This design comes from an exercise in tuning for small area, a short achievable clock period and few clock cycles on the open sky130 flow, not from production work. Only simulation tests tie the RTL to the original design; equivalence was not proved. Power and IR drop assume default switching activity.

Setup of wip/willow:
==> flow/design.v (excerpt) <==
module ung5_rxdec (
    input  wire        clk,
    input  wire        rst,
    input  wire        start,
    input  wire [7:0]  start_addr,
    input  wire [15:0] start_total,
    input  wire        rx_valid,
    input  wire [7:0]  rx_data,
    output wire        rx_ready,
    input  wire        tick,
    input  wire        dec_start,
    input  wire [5:0]  buf_idx,
    output wire [7:0]  buf_data,
    output wire [1:0]  rx_state,
    output wire [2:0]  rx_reason,
    output wire [6:0]  rx_len,
    output wire [3:0]  err_code,
    output wire        dec_valid,
    output wire [1:0]  dec_kind,
    output wire [1:0]  dec_why,
    output wire [1:0]  dec_class,
    output wire [7:0]  dec_addr,
    output wire [7:0]  dec_ctrl,
    output wire [7:0]  dec_length,
    output wire [7:0]  dec_opc,
    output wire [15:0] dec_crc,
    output wire        dec_etx_ok,
    output wire        dec_stop_ok,
    output wire        dec_addr_ok
);
    wire [31:0] head, tail;
    wire [15:0] crc;
    wire        start_ok, last_fa;
    wire        dec_we;
    wire [3:0]  dec_err;
    ung5_rx u_rx (
        .clk(clk), .rst(rst),
        .start(start), .start_addr(start_addr), .start_total(start_total),
        .rx_valid(rx_valid), .rx_data(rx_data), .tick(tick),
        .buf_idx(buf_idx), .buf_data(buf_data),
        .rx_state(rx_state), .rx_reason(rx_reason), .rx_len(rx_len),
        .rx_ready(rx_ready), .start_ok(start_ok),
        .head(head), .tail(tail), .last_fa(last_fa),
        .crc(crc),
        .dec_we(dec_we), .dec_err(dec_err), .err_code(err_code)
    );
    ung5_dec u_dec (
        .clk(clk), .rst(rst),
        .dec_start(dec_start), .clear(start_ok),
  ...
For scale: roughly 1800 cells after synthesis, ~610 flip-flops, roughly 130 I/O pins, ~27000 um2 of cells after synthesis.
clock: 7.5 ns
lec_check: 0
cap_margin: 20
core_margin: 2
core_utilization: 30
cts_buf_list: sky130_fd_sc_hd__clkbuf_4 sky130_fd_sc_hd__clkbuf_8
place_density: 0.5
setup_slack_margin: 2.7
slew_margin: 20
synth_hierarchical: 1
standard.sh (not shown) runs the stock make flow with config.mk's settings and CLKGATE_MAP_FILE= SYNTH_SCRIPT=/design/flow/synth_recipe.tcl, a recipe that flattens the netlist after the stock synthesis.
==> flow/flow/run.sh <==
#!/bin/bash
# The standard layout (the standard.sh: standard synthesis, floorplan,
# placement, CTS, routing), with every input and output port buffered by
# sky130_fd_sc_hd__buf_2 instead of the cell buffer_ports picks by itself,
# and clock tree synthesis without dummy loads.
# make's full output goes to flow_make.log here; ORFS keeps each step's log
# under orfs/logs/.
set -euo pipefail
export BUFFER_PORTS_ARGS="-buffer_cell sky130_fd_sc_hd__buf_2"
export CTS_ARGS="-sink_clustering_enable -repair_clock_nets -dont_use_dummy_load -sink_clustering_size 16 -sink_clustering_max_diameter 50 -buf_list {sky130_fd_sc_hd__clkbuf_8}"
bash standard.sh > flow_make.log 2>&1
In summary, wip/willow completed successfully, with a layout that passed the timing, DRC and antenna checks.
Testbench counts of wip/willow, summed over its fixed seeds: cycles 27,745.
Input changes introduced in wip/raven (baseline for comparison: wip/willow):
- SETUP_SLACK_MARGIN: 2.7 -> 2.5
--- a/flow/flow/run.sh
+++ b/flow/flow/run.sh
@@ -9,3 +9,3 @@
 export BUFFER_PORTS_ARGS="-buffer_cell sky130_fd_sc_hd__buf_2"
-export CTS_ARGS="-sink_clustering_enable -repair_clock_nets -dont_use_dummy_load -sink_clustering_size 16 -sink_clustering_max_diameter 50 -buf_list {sky130_fd_sc_hd__clkbuf_8}"
+export CTS_ARGS="-sink_clustering_enable -repair_clock_nets -dont_use_dummy_load -sink_clustering_size 32 -sink_clustering_max_diameter 80 -buf_list {sky130_fd_sc_hd__clkbuf_16}"
 bash standard.sh > flow_make.log 2>&1
Findings:
Count of clock-net buffers in the final layout of wip/raven falls short of that of wip/willow by more than half. On wip/raven: sequential share of layout area is 0.75 points higher than what wip/willow gave. Reported for wip/willow and wip/raven, post-route setup TNS turned out identical to the last digit. Between wip/willow and wip/raven, number of levels in the clock H-tree is lower for wip/raven, wip/willow comes in above that. Total power (wip/raven over wip/willow): decrease, 0.12 mW. Non-clock buffer count shrinks by a few percent when moving from wip/willow to wip/raven. Against wip/willow as the reference, wip/raven delivers a higher worst hold slack. Between wip/willow and wip/raven, clock skew decreased. [wip/raven vs wip/willow] layout overhead on the synthesized area: lower in wip/raven. Core utilization: wip/raven lower than wip/willow.
For wip/pepper, these inputs were changed with respect to wip/raven:
--- a/flow/flow/run.sh
+++ b/flow/flow/run.sh
@@ -9,3 +9,3 @@
 export BUFFER_PORTS_ARGS="-buffer_cell sky130_fd_sc_hd__buf_2"
-export CTS_ARGS="-sink_clustering_enable -repair_clock_nets -dont_use_dummy_load -sink_clustering_size 32 -sink_clustering_max_diameter 80 -buf_list {sky130_fd_sc_hd__clkbuf_16}"
+export CTS_ARGS="-sink_clustering_enable -repair_clock_nets -dont_use_dummy_load -sink_clustering_size 16 -sink_clustering_max_diameter 50 -buf_list {sky130_fd_sc_hd__clkbuf_8}"
 bash standard.sh > flow_make.log 2>&1
Notes after the runs:
From wip/pepper to wip/raven, number of failing setup endpoints in the final timing report did not move at all. Post-cts gate resize count is higher on wip/pepper. Delta (wip/pepper minus wip/raven): number of buffer and inverter instances along the worst setup path lost 1; share of synthesized area spent on multiplexers neither gained nor lost much. When the final numbers for wip/pepper and wip/raven were put side by side, the core utilization turned out to be smaller in wip/pepper. Looking at number of logic stages on the critical path including buffering, wip/pepper sits 3 lower than wip/raven does. Comparing wip/pepper and wip/raven, the lower total detailed-routing wirelength was measured on wip/raven. Worst hold slack in wip/pepper is 0.022 ns lower than in wip/raven.
Input changes introduced in wip/lagoon (baseline for comparison: wip/pepper):
- changing SETUP_SLACK_MARGIN from 2.5 to 2.0
--- a/flow/flow/run.sh
+++ b/flow/flow/run.sh
@@ -9,3 +9,3 @@
 export BUFFER_PORTS_ARGS="-buffer_cell sky130_fd_sc_hd__buf_2"
-export CTS_ARGS="-sink_clustering_enable -repair_clock_nets -dont_use_dummy_load -sink_clustering_size 16 -sink_clustering_max_diameter 50 -buf_list {sky130_fd_sc_hd__clkbuf_8}"
+export CTS_ARGS="-sink_clustering_enable -repair_clock_nets -dont_use_dummy_load -sink_clustering_size 24 -sink_clustering_max_diameter 60 -buf_list {sky130_fd_sc_hd__clkbuf_16}"
 bash standard.sh > flow_make.log 2>&1
==> comparison <==
Relative to wip/pepper, routed length on met3 decreased by 18% in wip/lagoon. Delta (wip/lagoon minus wip/pepper): total via count in the routed design down 197, total non-filler cell area in the finished layout down 510 um2, total power consumption of the routed design up about 3.7%, detail-routed via count per cell down about 0.4%, sum of routed wire length over all layers down 1.2 mm. Compared with wip/pepper, wip/lagoon shows a minimum period implied by the final worst setup slack that is 0.22 ns higher.

========
Another version of the RTL of ung5_rxdec (not shown whole).
For scale: ~1800 cells after synthesis, ~620 flip-flops, about 130 I/O pins, about 27000 um^2 of cells after synthesis.
==> flow/config.mk <==
export PLATFORM = sky130hd
export DESIGN_NAME = ung5_rxdec
export DESIGN_NICKNAME = ung5_rxdec
export VERILOG_FILES = /design/flow/design.v
export SDC_FILE = /design/flow/constraint.sdc
export NUM_CORES = 4
export LEC_CHECK = 0
export CAP_MARGIN = 20
export CORE_MARGIN = 2
export CORE_UTILIZATION = 30
export CTS_BUF_LIST = sky130_fd_sc_hd__clkbuf_4 sky130_fd_sc_hd__clkbuf_8
export PLACE_DENSITY = 0.5
export SETUP_SLACK_MARGIN = 2.5
export SLEW_MARGIN = 20
export SYNTH_HIERARCHICAL = 1
==> flow/constraint.sdc <==
create_clock -name core_clock -period 7.5 [get_ports {clk}]
set_input_delay 1.5000 -clock core_clock [delete_from_list [all_inputs] [get_ports {clk}]]
set_output_delay 1.5000 -clock core_clock [all_outputs]
set_load 0.01 [all_outputs]
==> flow/flow/run.sh <==
#!/bin/bash
# The standard layout (the standard.sh: standard synthesis, floorplan,
# placement, CTS, routing), with every input and output port buffered by
# sky130_fd_sc_hd__buf_2 instead of the cell buffer_ports picks by itself,
# and clock tree synthesis without dummy loads.
# make's full output goes to flow_make.log here; ORFS keeps each step's log
# under orfs/logs/.
set -euo pipefail
export BUFFER_PORTS_ARGS="-buffer_cell sky130_fd_sc_hd__buf_2"
export CTS_ARGS="-sink_clustering_enable -repair_clock_nets -dont_use_dummy_load -buf_list {sky130_fd_sc_hd__clkbuf_4 sky130_fd_sc_hd__clkbuf_8}"
bash standard.sh > flow_make.log 2>&1
The starting point produced a clean layout.
Testbench counts at the start, summed over its fixed seeds: cycles 28,368.
Change:
--- a/flow/flow/run.sh
+++ b/flow/flow/run.sh
@@ -10 +10 @@
-export CTS_ARGS="-sink_clustering_enable -repair_clock_nets -dont_use_dummy_load -buf_list {sky130_fd_sc_hd__clkbuf_4 sky130_fd_sc_hd__clkbuf_8}"
+export CTS_ARGS="-sink_clustering_enable -repair_clock_nets -dont_use_dummy_load -sink_clustering_size 16 -sink_clustering_max_diameter 60 -buf_list {sky130_fd_sc_hd__clkbuf_4 sky130_fd_sc_hd__clkbuf_8}"
What happened: Global-route usage barely changes. Die area does not change. Utilization fell by 0.41 points. Combinational power came out higher by about 4%. Area after synthesis is unchanged. Cell count is lower by 1.2%. Final area shrinks by 1.2%. Setup slack loses 0.065 ns. Total power falls by 8.3%.
Change:
==> flow/flow/run.sh (replaced) <==
#!/bin/bash
# The standard layout (the standard.sh: standard synthesis, floorplan,
# placement, CTS, routing), with every input and output port buffered by
# sky130_fd_sc_hd__buf_2 instead of the cell buffer_ports picks by itself.
# make's full output goes to flow_make.log here; ORFS keeps each step's log
# under orfs/logs/.
set -euo pipefail
export BUFFER_PORTS_ARGS="-buffer_cell sky130_fd_sc_hd__buf_2"
bash standard.sh > flow_make.log 2>&1
- CORE_UTILIZATION: 30 -> 45
- PLACE_DENSITY: 0.5 -> 0.65
The changed run ran to the end with no violations.
Sequential share of layout area shrinks by 0.83 points.
Area after synthesis stays the same.
Non-clock buffer count shrinks by 1.
Change:
- CORE_UTILIZATION: 45 -> 30
- PLACE_DENSITY: 0.65 -> 0.5
Result:
- The new run went through all stages and came out clean
- final area rises by 1.5%
- register-to-register slack gains 0.50 ns
- synthesized cell count stays the same
- global-route usage falls by 6.1 points
- wire length rises by 8.7%
- maximum frequency rises by 0.56%
- clock skew falls by 0.018 ns
- worst setup slack gains 0.029 ns
- die area rises by 49%

==> port drivers added, routing unchanged <==
In the flow no input, the clock included, has a driving cell. The finished layouts below were timed again as built, in two steps.
Step 1 assumes that a clkbuf_16 drives the clock port and a buf_2 every other input.
Step 2, shift: input delay + t, output delay - t, t = (earliest + latest rising clock arrival at the registers) / 2. This alone moves slack from input paths to output paths.
Three values: no drivers, after step 1, after step 2; two values: the first two.
| run | t (ns) | slack for setup (ns) | slew at the worst register clock pin (ns) |
|---|---|---|---|
| wip/willow | 0.742 | 2.335 / 2.127 / 2.127 | 0.10 / 0.10 |
| wip/raven | 0.656 | 2.373 / 2.141 / 2.141 | 0.13 / 0.13 |
| wip/pepper | 0.731 | 2.331 / 2.145 / 2.145 | 0.10 / 0.10 |
| wip/lagoon | 0.641 | 2.113 / 2.047 / 2.047 | 0.10 / 0.10 |
| the first run of note 2 | 0.738 | 2.350 / 2.293 / 2.293 | 0.06 / 0.06 |
| the second run of note 2 | 0.767 | 2.285 / 2.228 / 2.228 | 0.11 / 0.11 |
| the third run of note 2 | 0.754 | 2.300 / 2.253 / 2.253 | 0.07 / 0.07 |
| the fourth run of note 2 | 0.766 | 2.329 / 2.275 / 2.275 | 0.07 / 0.07 |
After both steps every run listed still meets setup and hold. The setup slack of wip/raven, which loses most, moves by -0.232 ns with the drivers and by -0.232 ns with both steps.
